Source: an optimization exercise on an open RTL-to-GDS flow (aim: small area, a short achievable clock period and few clock cycles per item). Production flows keep margins and buffers that such runs may drop. Function was checked by simulation only, so behaviour that the tests miss may differ from the original. No activity file was given, so power comes from the tool's default toggle rates.

===== flow/design.v =====
module hs1_sha1 (
    input  wire         clk,
    input  wire         rst,       
    input  wire         go,
    input  wire [159:0] h_in,
    input  wire [511:0] blk,       
    output reg          done,
    output wire [159:0] h_out
);
    reg [159:0] h;
    reg [31:0]  a, b, c, d, e;
    reg [511:0] w;                 
    reg [6:0]   t;
    reg         run;
    wire [31:0] wt = w[511:480];
    reg [31:0] f, k;
    always @(*) begin
        if (t < 7'd20) begin
            f = (b & c) | (~b & d);
            k = 32'h5A827999;
        end else if (t < 7'd40) begin
            f = b ^ c ^ d;
            k = 32'h6ED9EBA1;
        end else if (t < 7'd60) begin
            f = (b & c) | (b & d) | (c & d);
            k = 32'h8F1BBCDC;
        end else begin
            f = b ^ c ^ d;
            k = 32'hCA62C1D6;
        end
    end
    wire [31:0] temp  = {a[26:0], a[31:27]} + f + e + k + wt;
    wire [31:0] wx    = w[95:64] ^ w[255:224] ^ w[447:416] ^ w[511:480];
    wire [31:0] wnext = {wx[30:0], wx[31]};
    always @(posedge clk) begin
        if (rst) begin
            run  <= 1'b0;
            done <= 1'b0;
            t    <= 7'd0;
        end else begin
            done <= 1'b0;
            if (go) begin
                h   <= h_in;
                a   <= h_in[159:128];
                b   <= h_in[127:96];
                c   <= h_in[95:64];
                d   <= h_in[63:32];
                e   <= h_in[31:0];
                w   <= blk;
                t   <= 7'd0;
                run <= 1'b1;
            end else if (run) begin
                e <= d;
                d <= c;
                c <= {b[1:0], b[31:2]};
                b <= a;
                a <= temp;
                w <= {w[479:0], wnext};
                t <= t + 7'd1;
                if (t == 7'd79) begin
                    run  <= 1'b0;
                    done <= 1'b1;
                end
            end
        end
    end
    assign h_out = {h[159:128] + a, h[127:96] + b, h[95:64] + c,
                    h[63:32] + d, h[31:0] + e};
endmodule
module hs1_codec (
    input  wire        clk,
    input  wire        rst,
    input  wire        bus_valid,
    input  wire        bus_write,
    input  wire [11:0] bus_addr,
    input  wire [31:0] bus_wdata,
    output reg  [31:0] bus_rdata,
    output reg         bus_err,
    output wire        busy,
    output wire        irq
);
    localparam [31:0] ID_VALUE = 32'h48533101;
    localparam [3:0] OP_NOP = 4'h0, OP_CONF = 4'h1, OP_DEC = 4'h2,
                     OP_ENC = 4'h3, OP_REL  = 4'h4;
    localparam [1:0] ST_UNCONF = 2'b00, ST_KEYED = 2'b01, ST_RELEASED = 2'b10;
    localparam [3:0] E_OK = 4'd0, E_UNKNOWN_TYPE = 4'd1, E_BAD_MSG_LEN = 4'd2,
                     E_BAD_IV_LEN = 4'd3, E_BAD_PLAIN_LEN = 4'd4,
                     E_SIG_FAIL = 4'd5, E_NOT_CONF = 4'd6, E_BAD_KEY_LEN = 4'd7,
                     E_ILLEGAL = 4'd8;
    localparam [159:0] SHA1_IV = 160'h67452301_EFCDAB89_98BADCFE_10325476_C3D2E1F0;
    localparam [1:0] Q_IDLE = 2'd0, Q_EXEC = 2'd1, Q_HASH = 2'd2, Q_FIN = 2'd3;
    reg [511:0] enc_stage, int_stage;      
    reg [511:0] act_enc, act_int;          
    reg [127:0] iv_buf;
    reg [511:0] data_in, data_out;
    reg [31:0]  len_r;
    reg [1:0]   state;
    reg         busy_r;
    reg [2:0]   act_type;
    reg [3:0]   err_code, last_op;
    reg [7:0]   out_len;
    reg [2:0]   int_st, int_en;
    reg [3:0]   pend_op;
    reg [2:0]   pend_type;
    wire [7:0] in_len      = len_r[7:0];
    wire [7:0] iv_len      = len_r[15:8];
    wire [7:0] enc_key_len = len_r[23:16];
    wire [7:0] int_key_len = len_r[31:24];
    assign busy = busy_r;
    assign irq  = |(int_st & int_en);
    wire [11:0] off = bus_addr;
    wire aligned   = (off[1:0] == 2'b00);
    wire in_regs   = (off < 12'h018);
    wire in_keys   = (off >= 12'h100) && (off < 12'h180);
    wire in_iv     = (off >= 12'h180) && (off < 12'h190);
    wire in_din    = (off >= 12'h1C0) && (off < 12'h200);
    wire in_dout   = (off >= 12'h200) && (off < 12'h240);
    wire mapped    = aligned && (in_regs || in_keys || in_iv || in_din || in_dout);
    wire acc_wr    = bus_valid && bus_write && mapped;
    wire wr_int_st = acc_wr && (off == 12'h00C);
    wire wr_int_en = acc_wr && (off == 12'h010);
    wire wr_cmd    = acc_wr && (off == 12'h004);
    wire sreset    = wr_cmd && (bus_wdata == 32'h0000000F);
    wire gated     = acc_wr && !sreset &&
                     ((off == 12'h004) || (off == 12'h014) || in_keys || in_iv || in_din);
    wire dropped   = gated && busy_r;
    wire accept    = gated && !busy_r;
    wire wr_len    = accept && (off == 12'h014);
    wire wr_enc    = accept && (off >= 12'h100) && (off < 12'h140);
    wire wr_int    = accept && (off >= 12'h140) && (off < 12'h180);
    wire wr_iv     = accept && in_iv;
    wire wr_din    = accept && in_din;
    wire issue     = accept && (off == 12'h004);
    wire [3:0] cw_op   = bus_wdata[3:0];
    wire [2:0] cw_type = bus_wdata[6:4];
    wire cw_valid = (bus_wdata[31:7] == 25'd0) &&
                    ((cw_op == OP_CONF) ||
                     (((cw_op == OP_NOP) || (cw_op == OP_DEC) || (cw_op == OP_ENC) ||
                       (cw_op == OP_REL)) && (cw_type == 3'd0)));
    wire [2:0]  type_field  = (state == ST_KEYED) ? act_type : 3'd0;
    wire [31:0] status_word = {8'd0, out_len, last_op, err_code, 1'b0, type_field,
                               state, (state == ST_KEYED), busy_r};
    reg [31:0] rd_val;
    always @(*) begin
        rd_val = 32'd0;
        if (off == 12'h000)      rd_val = ID_VALUE;
        else if (off == 12'h008) rd_val = status_word;
        else if (off == 12'h00C) rd_val = {29'd0, int_st};
        else if (off == 12'h010) rd_val = {29'd0, int_en};
        else if (off == 12'h014) rd_val = len_r;
        else if (in_iv)          rd_val = iv_buf[127 - 32*off[3:2] -: 32];
        else if (in_din)         rd_val = data_in[511 - 32*off[5:2] -: 32];
        else if (in_dout)        rd_val = data_out[511 - 32*off[5:2] -: 32];
    end
    always @(posedge clk) begin
        if (rst) begin
            bus_rdata <= 32'd0;
            bus_err   <= 1'b0;
        end else begin
            bus_rdata <= (bus_valid && !bus_write && mapped) ? rd_val : 32'd0;
            bus_err   <= bus_valid && !mapped;
        end
    end
    reg [7:0] msg_len, pay_len;
    always @(*) begin
        case (act_type)
            3'd0:    begin msg_len = 8'd36; pay_len = 8'd16; end
            3'd3:    begin msg_len = 8'd32; pay_len = 8'd12; end
            default: begin msg_len = 8'd28; pay_len = 8'd8;  end
        endcase
    end
    reg [1:0]   q;
    reg [2:0]   step;
    reg         sha_go;
    reg [159:0] chain_r;    
    reg [159:0] dig_r;      
    reg [159:0] pad_r;      
    reg [159:0] mac_r;      
    wire         sha_done;
    wire [159:0] sha_out;
    wire is_dec = (pend_op == OP_DEC);
    wire [127:0] iv_src  = is_dec ? data_in[511:384] : iv_buf;
    wire [127:0] x_src   = is_dec ? data_in[383:256] : data_in[511:384];
    wire [127:0] xpad    = x_src ^ pad_r[159:32];           
    wire [127:0] plain   = is_dec ? xpad : x_src;           
    reg [511:0] tag_blk;
    always @(*) begin
        case (act_type)
            3'd0:    tag_blk = {plain[127:0],  iv_src, 8'h80, 184'd0, 64'd768};
            3'd3:    tag_blk = {plain[127:32], iv_src, 8'h80, 216'd0, 64'd736};
            default: tag_blk = {plain[127:64], iv_src, 8'h80, 248'd0, 64'd704};
        endcase
    end
    wire [511:0] ipad = {64{8'h36}};
    wire [511:0] opad = {64{8'h5C}};
    reg [511:0] sha_blk;
    always @(*) begin
        case (step)
            3'd0: sha_blk = act_enc ^ ipad;
            3'd1: sha_blk = {iv_src, 8'h80, 312'd0, 64'd640};
            3'd2: sha_blk = act_enc ^ opad;
            3'd3: sha_blk = {dig_r, 8'h80, 280'd0, 64'd672};
            3'd4: sha_blk = act_int ^ ipad;
            3'd5: sha_blk = tag_blk;
            3'd6: sha_blk = act_int ^ opad;
            default: sha_blk = {dig_r, 8'h80, 280'd0, 64'd672};
        endcase
    end
    wire [159:0] sha_hin = step[0] ? chain_r : SHA1_IV;
    hs1_sha1 u_sha1 (
        .clk   (clk),
        .rst   (rst || sreset),
        .go    (sha_go),
        .h_in  (sha_hin),
        .blk   (sha_blk),
        .done  (sha_done),
        .h_out (sha_out)
    );
    function [511:0] key_mask;
        input [7:0] klen;
        integer i;
        begin
            for (i = 0; i < 64; i = i + 1)
                key_mask[511 - 8*i -: 8] = (i < klen) ? 8'hFF : 8'h00;
        end
    endfunction
    wire [31:0]  tag_calc = mac_r[159:128];
    reg  [31:0]  tag_rx;
    reg  [511:0] dec_out, enc_out;
    always @(*) begin
        case (act_type)
            3'd0: begin
                tag_rx  = data_in[255:224];
                dec_out = {xpad, 384'd0};
                enc_out = {iv_src, xpad, tag_calc, 224'd0};
            end
            3'd3: begin
                tag_rx  = data_in[287:256];
                dec_out = {xpad[127:32], 416'd0};
                enc_out = {iv_src, xpad[127:32], tag_calc, 256'd0};
            end
            default: begin
                tag_rx  = data_in[319:288];
                dec_out = {xpad[127:64], 448'd0};
                enc_out = {iv_src, xpad[127:64], tag_calc, 288'd0};
            end
        endcase
    end
    wire tag_equal = ((tag_calc ^ tag_rx) == 32'd0);
    reg       cmpl;         
    reg [3:0] cmpl_code;
    always @(posedge clk) begin
        if (rst || sreset) begin
            enc_stage <= 512'd0;
            int_stage <= 512'd0;
            act_enc   <= 512'd0;
            act_int   <= 512'd0;
            iv_buf    <= 128'd0;
            data_in   <= 512'd0;
            data_out  <= 512'd0;
            len_r     <= 32'd0;
            state     <= ST_UNCONF;
            busy_r    <= 1'b0;
            act_type  <= 3'd0;
            err_code  <= 4'd0;
            last_op   <= 4'd0;
            out_len   <= 8'd0;
            int_st    <= 3'd0;
            int_en    <= 3'd0;
            pend_op   <= 4'd0;
            pend_type <= 3'd0;
            q         <= Q_IDLE;
            step      <= 3'd0;
            sha_go    <= 1'b0;
        end else begin
            cmpl      = 1'b0;
            cmpl_code = E_OK;
            sha_go   <= 1'b0;
            if (wr_len) len_r <= bus_wdata;
            if (wr_enc) enc_stage[511 - 32*off[5:2] -: 32] <= bus_wdata;
            if (wr_int) int_stage[511 - 32*off[5:2] -: 32] <= bus_wdata;
            if (wr_iv)  iv_buf[127 - 32*off[3:2] -: 32]    <= bus_wdata;
            if (wr_din) data_in[511 - 32*off[5:2] -: 32]   <= bus_wdata;
            if (wr_int_en) int_en <= bus_wdata[2:0];
            if (issue) begin
                last_op <= cw_op;
                if (cw_valid) begin
                    pend_op   <= cw_op;
                    pend_type <= cw_type;
                    busy_r    <= 1'b1;
                    q         <= Q_EXEC;
                end else begin
                    cmpl      = 1'b1;
                    cmpl_code = E_ILLEGAL;
                end
            end
            case (q)
                Q_EXEC: begin
                    case (pend_op)
                        OP_CONF: begin
                            cmpl = 1'b1;
                            if (pend_type > 3'd3)
                                cmpl_code = E_UNKNOWN_TYPE;
                            else if (enc_key_len > 8'd64 || int_key_len > 8'd64)
                                cmpl_code = E_BAD_KEY_LEN;
                            else begin
                                act_type <= pend_type;
                                act_enc  <= enc_stage & key_mask(enc_key_len);
                                act_int  <= int_stage & key_mask(int_key_len);
                                state    <= ST_KEYED;
                            end
                        end
                        OP_DEC: begin
                            if (state != ST_KEYED) begin
                                cmpl = 1'b1; cmpl_code = E_NOT_CONF;
                            end else if (in_len != msg_len) begin
                                cmpl = 1'b1; cmpl_code = E_BAD_MSG_LEN;
                            end
                        end
                        OP_ENC: begin
                            if (state != ST_KEYED) begin
                                cmpl = 1'b1; cmpl_code = E_NOT_CONF;
                            end else if (iv_len != 8'd16) begin
                                cmpl = 1'b1; cmpl_code = E_BAD_IV_LEN;
                            end else if (in_len != pay_len) begin
                                cmpl = 1'b1; cmpl_code = E_BAD_PLAIN_LEN;
                            end
                        end
                        OP_REL: begin
                            cmpl      = 1'b1;
                            data_out  <= 512'd0;
                            out_len   <= 8'd0;
                            data_in   <= 512'd0;
                            iv_buf    <= 128'd0;
                            len_r     <= 32'd0;
                            enc_stage <= 512'd0;
                            int_stage <= 512'd0;
                            act_enc   <= 512'd0;
                            act_int   <= 512'd0;
                            act_type  <= 3'd0;
                            state     <= ST_RELEASED;
                        end
                        default: cmpl = 1'b1;    
                    endcase
                    if (cmpl) begin
                        q <= Q_IDLE;
                    end else begin
                        q      <= Q_HASH;
                        step   <= 3'd0;
                        sha_go <= 1'b1;
                    end
                end
                Q_HASH: begin
                    if (sha_done) begin
                        if (!step[0]) chain_r <= sha_out;
                        if (step == 3'd1 || step == 3'd5) dig_r <= sha_out;
                        if (step == 3'd3) pad_r <= sha_out;
                        if (step == 3'd7) begin
                            mac_r <= sha_out;
                            q     <= Q_FIN;
                        end else begin
                            step   <= step + 3'd1;
                            sha_go <= 1'b1;
                        end
                    end
                end
                Q_FIN: begin
                    cmpl = 1'b1;
                    q    <= Q_IDLE;
                    if (is_dec) begin
                        if (tag_equal) begin
                            data_out <= dec_out;
                            out_len  <= pay_len;
                        end else begin
                            cmpl_code = E_SIG_FAIL;
                        end
                    end else begin
                        data_out <= enc_out;
                        out_len  <= msg_len;
                    end
                end
                default: ;
            endcase
            if (cmpl) begin
                err_code <= cmpl_code;
                if (!issue) busy_r <= 1'b0;
            end
            int_st <= (int_st & ~(wr_int_st ? bus_wdata[2:0] : 3'd0))
                      | {dropped, cmpl && (cmpl_code != E_OK), cmpl};
        end
    end
endmodule

===== flow/constraint.sdc =====
create_clock -name core_clock -period 10.0 [get_ports {clk}]
set_input_delay 2.0000 -clock core_clock [delete_from_list [all_inputs] [get_ports {clk}]]
set_output_delay 2.0000 -clock core_clock [all_outputs]
set_load 0.01 [all_outputs]

===== flow/config.mk =====
export PLATFORM = sky130hd
export DESIGN_NAME = hs1_codec
export DESIGN_NICKNAME = hs1_codec
export VERILOG_FILES = /design/flow/design.v
export SDC_FILE = /design/flow/constraint.sdc
export NUM_CORES = 4
export LEC_CHECK = 0
export CAP_MARGIN = 40
export CELL_PAD_IN_SITES_DETAIL_PLACEMENT = 2
export CELL_PAD_IN_SITES_GLOBAL_PLACEMENT = 2
export CORE_MARGIN = 2
export CORE_UTILIZATION = 20
export PLACE_DENSITY = 0.3
export SLEW_MARGIN = 20

===== flow/run.sh =====
#!/bin/bash
# synth_recipe.tcl (not shown) runs the flow's synth.tcl, then flattens the netlist and writes it again
# the make line also repeats each setting of config.mk as NAME=value (left out here)
make -C /OpenROAD-flow-scripts/flow DESIGN_CONFIG=/design/flow/config.mk WORK_HOME=/design/flow/orfs CLKGATE_MAP_FILE= SYNTH_SCRIPT=/design/flow/synth_recipe.tcl finish

==> summary.txt <==
- The run finished with no timing, DRC or antenna violations.
- The H-tree was split into 6 levels.
- The routed length on met2 is 651000 um.
- Counting stages on the worst path, the most repeated cell is fa_1.
- Dividing the detail-routed wire length by the instance count gives 42.9 um.
- The compound-cell area share of the yosys netlist is 0.201.
- The number of antenna violations at the first check in global routing was 261.
- When the netlist entered floorplanning its net count stood at 20047.
- The yosys synthesis warning count is 2.
- The fraction of the yosys area taken by sequential cells is 0.517.
- The top flip-flop cell by instance count after synthesis is dfxtp_1.
- The worst-case IR drop observed on VDD is 0.114 mV.
- The floorplan die width is 993 um.
- The slowest stage of the critical path is the o21ai_0 cell.
- The mean post-synth cell area is 9.96 um^2.
- Across the run, the number of max-cap violations was 0.
- The number of instances in the synthesized netlist is 19636.
- The combinational cell fraction of total power is 0.027.
- For this run, asynchronously set or reset flops after synthesis account for 0.
- The total I/O pin count is 83.
- The internal power consumption is 31.9 mW.
- The capturing element type of the critical path is a flop.
- For the worst flop-to-flop path, the logic depth is 20.
- Global routing finished with a remaining overflow of 0.
- Summed over all layers, the routed wires come to 1430000 um.
- The clock transition time at the flip-flop clock pins of the worst setup and hold paths is 0.06 ns.
- TritonCTS built the clock tree.
- The tightest hold path in the finished design has a slack of 0.451 ns.
- The worst path meets setup with 3.24 ns of slack.
- The post-synthesis cell type count is 86.
- The transition time at the pin with the least slew margin is 1.39 ns.
- Of the total power, the share spent switching nets is 0.250.
- The floorplan has 363 rows.
- Using the TritonRoute via totals, the vias-per-cell ratio works out to 5.13.
- The detailed router put a total of 681000 um of wire on met1.
- After synthesis, the cell types taking the most area are dfxtp_1, edfxtp_1, a22oi_1.
- The pin count of the biggest net entering global routing is 137.
- Synthesis inferred 4399 register bits.
- The worst hold-check path type is reg -> reg.
- For this run, design rule violations remaining after detail routing come to 0.
- The clock share of power is 0.543.
- The most critical setup path has its startpoint at u_sha1.t[4].
- The weighted congestion at the end of routability-driven global placement is 0.829.
- The share of the clock period used by the worst path after layout is 0.676.
- Along the worst path, the maximum fanout reaches 14.
- Of the total power, registers draw 0.430.
- Compared with the post-synthesis result, the final layout area differs by 22.7%.
- The top cell types in the final layout, fill and taps aside, are dfxtp_1, nor2_1, a22oi_1, nand2_1, edfxtp_1.
- The dominant delay contributor by cell family on the critical path is compound AO/OA/AOI/OAI gates.
- The largest total area in the synthesized netlist belongs to dfxtp_1.
- Fill cells in the final layout number 107216.
- The core outline area is 976000 um^2.
- For this design the static power due to leakage is 82.0 nW.
- The number of iterations in the first detailed-routing pass is 8.
- The TritonCTS buffer count is 641.
- Of the total synthesized cell area, the portion taken by XOR and XNOR cells is 0.0228.
- The first routing iteration left 15248 violations.
- The worst setup path is of the reg -> reg kind.
- The initial utilization of the core area, before any placement, comes to 0.200.
- In this run the tool buffered the top-level ports with 82 buffer cells.
- The max-slew violation count is 0.
- The total count of hold-check failures in the final report came to 0.
- The post-synthesis mux area share is 0.0693.
- At the end of the flow, the number of nets in the layout was 20165.
- After synthesis, the largest family of logic cells by area is compound AO/OA/AOI/OAI gates.
- The worst clock skew on the final layout is 0.0558 ns.
- CTS saw 4399 sinks.
- The die area is 986000 um^2.
- The clock passes through at most 5 buffers.
- Summed over all failing endpoints, the final setup total negative slack is 0 ns.
- The critical path goes through o21ai_0, and2_2, inv_1, buf_4, nand2_1, buf_4, fa_1, inv_1, fa_1, fa_1, ha_1, o21ai_0, o211ai_1, o211ai_1, a31o_2, o221ai_1, or2_2, o31ai_1, xnor2_1, mux2_2.
- Of the total synthesized cell area, the portion taken by AND, OR, NAND and NOR gates is 0.114.
- The routed via count is 170947.
- The category of the worst setup path launch point is a flop.
- The sum of net half-perimeters after detailed placement is 1030000 um.
- Once the clock tree was built, the setup fixing pass inserted 0 buffers.
- Counting buffers and inverters, the worst setup path is 20 cells deep.
- The area share of fa/ha/maj cells after synthesis is 0.0280.
- The register-to-register setup slack is 3.24 ns.
- In this run the tightest slew margin relative to its limit is 0.0748.
- The most common library cell in the layout ignoring fill and taps is dfxtp_1.
- In this run, post-CTS hold repair placed 0 buffers.
- The wire length of the first global-routing pass is 1850000 um.
- The power after layout is 42.5 mW.
- The share of synthesized area in the top cell type comes to 0.316.
- Counting both buffers and inverters, the worst setup path holds a total of 4.
- The worst endpoint data arrival time is 7.56 ns.
- The netlist area before placement is 196000 um^2.
- The top routing layer in use is met5.
- The setup-violating endpoint count in the final report is 0.
- The worst endpoint required time is 10.80 ns.
- The total met3 wirelength after detailed routing is 55100 um.
- Following the worst setup path forward leads to its endpoint at u_sha1.a[28].
- The switching power is 10.6 mW.
- The global-route usage over all layers is 0.281.
- The achievable frequency is 148 MHz.
- The utilization after layout is 0.246.
- The number of global-route vias before repair was 174183.
- Setup repair after global routing left no endpoint under its margin.
- The launching point of the worst reg2reg path is u_sha1.t[4].
- The worst setup slack before clock tree synthesis is 2.25 ns.
- In this design, the stage delay of the slowest critical-path cell is 0.56 ns.
- The cell at the root of the clock tree is clkbuf_16.
- The post-route antenna net violation count is 0.
- The die span in y is 993 um.
- The power density of the placed cells is 177 nW/um^2.
- The endpoint identified for the worst register-to-register timing path is u_sha1.a[28].
- In the final layout, the share of cells above drive strength 1 is 0.148.
- The later pin in the worst-skew pair is clocked with a latency of 1.08 ns.
- The count of flip-flops with a built-in enable after synthesis is 1312.
- The number of gates resized after cts is 0.
- The post-layout minimum cycle time is 6.76 ns.
[registers in the layout (all words and copies together), names as in the netlist, 160 cells and up]
register	flops
act_enc	512
act_int	512
data_in	512
enc_stage	512
int_stage	512
u_sha1.w	512
data_out	288
chain_r	160
dig_r	160
u_sha1.h	160
[kinds of logic after synthesis]
group,after synthesis
buffers and inverters,2409
XOR/XNOR,510
AO/OA/AOI/OAI,5612
adder cells (fa/ha/maj),363
multiplexers,1019
flip-flops,4399
AND/OR/NAND/NOR,5324
[power groups by stage]
stage | clock [mW] | sequential (mW) | combinational [mW]
2_1_floorplan | 0 | 18.6 | 0.400
4_1_cts | 23.8 | 18.3 | 1.17
3_5_place_dp | 0 | 18.6 | 1.17
3_3_place_gp | 0 | 18.6 | 1.15
6_report | 23.1 | 18.3 | 1.16
5_1_grt | 24.4 | 18.2 | 1.18
[synthesized netlist by cell type (123+ instances only)]
master / instances
o21ai_0: 532
fa_1: 124
o22ai_1: 458
o31ai_1: 145
edfxtp_1: 1312
buf_1: 142
mux4_2: 256
and2_1: 206
o211ai_1: 180
a22oi_1: 2442
ha_1: 239
nor2_1: 2664
nand2_1: 1499
a21oi_1: 918
o221ai_1: 123
nand3_1: 488
dfxtp_1: 3087
mux2i_1: 637
inv_1: 650
xnor2_1: 350
clkbuf_1: 1498
mux2_2: 126
nand2b_1: 137
xor2_1: 160
[stage by stage]
step | cell area (um^2) | cells
2_1_floorplan | 196000 | 19636
3_3_place_gp | 216000 | 31784
3_5_place_dp | 219000 | 32053
4_1_cts | 240000 | 33207
5_1_grt | 240000 | 33250
6_report | 240000 | 33309
[routing by layer]
layer,track usage,up-vias
met1,0.401,93358
met5,0,-
met4,0.0689,14
met2,0.454,4449
li1,-,71968
met3,0.0273,1158
[worst min path at each step]
stage / from / end / slack [ns] / depth (start not counted)
floorplan: data_in[0] / data_in[0] / 0.43 / 2
CTS: enc_stage[269] / enc_stage[269] / 0.46 / 2
finish: enc_stage[128] / enc_stage[128] / 0.45 / 2
global route: int_stage[8] / int_stage[8] / 0.47 / 2
detailed placement: enc_stage[15] / enc_stage[15] / 0.45 / 2
global placement: act_int[5] / act_int[5] / 0.44 / 2
[worst reg2reg max path, cell delays in order (launching register included)]
cell and delay [ns]:
dfxtp_1 0.50, o21ai_0 0.14, and2_2 0.33, inv_1 0.13, buf_4 0.41, nand2_1 0.24
buf_4 0.29, fa_1 0.54, inv_1 0.06, fa_1 0.44, fa_1 0.50, ha_1 0.35
o21ai_0 0.56, o211ai_1 0.25, o211ai_1 0.26, a31o_2 0.33, o221ai_1 0.18, or2_2 0.35
o31ai_1 0.26, xnor2_1 0.16, mux2_2 0.27
[layout make-up]
cell class	count	area [um^2]	share of cell area
timing repair buffer	1234	12100	0.0506
antenna	87	218	0.000907
clock inverter	176	1500	0.00627
multi-input combinational	12828	87300	0.364
tap	12957	16200	0.0676
inverter	650	2450	0.0102
sequential	4399	101000	0.422
clock buffer	978	18900	0.0786
Testbench counts, summed over its fixed seeds: cycles 129,195, items 192.

==> re-timing with driven ports <==
The flow's constraints put no driver on any port. The routed layout listed below was extracted and timed again, unchanged, in two steps.
Step 1 (the two cells are an assumption about what drives the block):
set clk [get_ports {clk}]
set_driving_cell -lib_cell sky130_fd_sc_hd__clkbuf_16 $clk
set_driving_cell -lib_cell sky130_fd_sc_hd__buf_2 [delete_from_list [all_inputs] $clk]
Step 2 also shifts input and output timing later by t, the mid clock arrival at the registers, as if the neighbouring blocks saw the same clock.
Three values: ideal ports, drivers, drivers and shift; two values: the first two.
t, ns: 1.209
setup WS [ns]: 3.237 / 3.237 / 2.703
worst setup path at the end: input to register
pins driven straight from the clock port: 1
After both steps setup and hold are still met in this run. For this run, drivers alone change the setup slack by 0.000 ns; drivers and shift together by -0.534 ns.
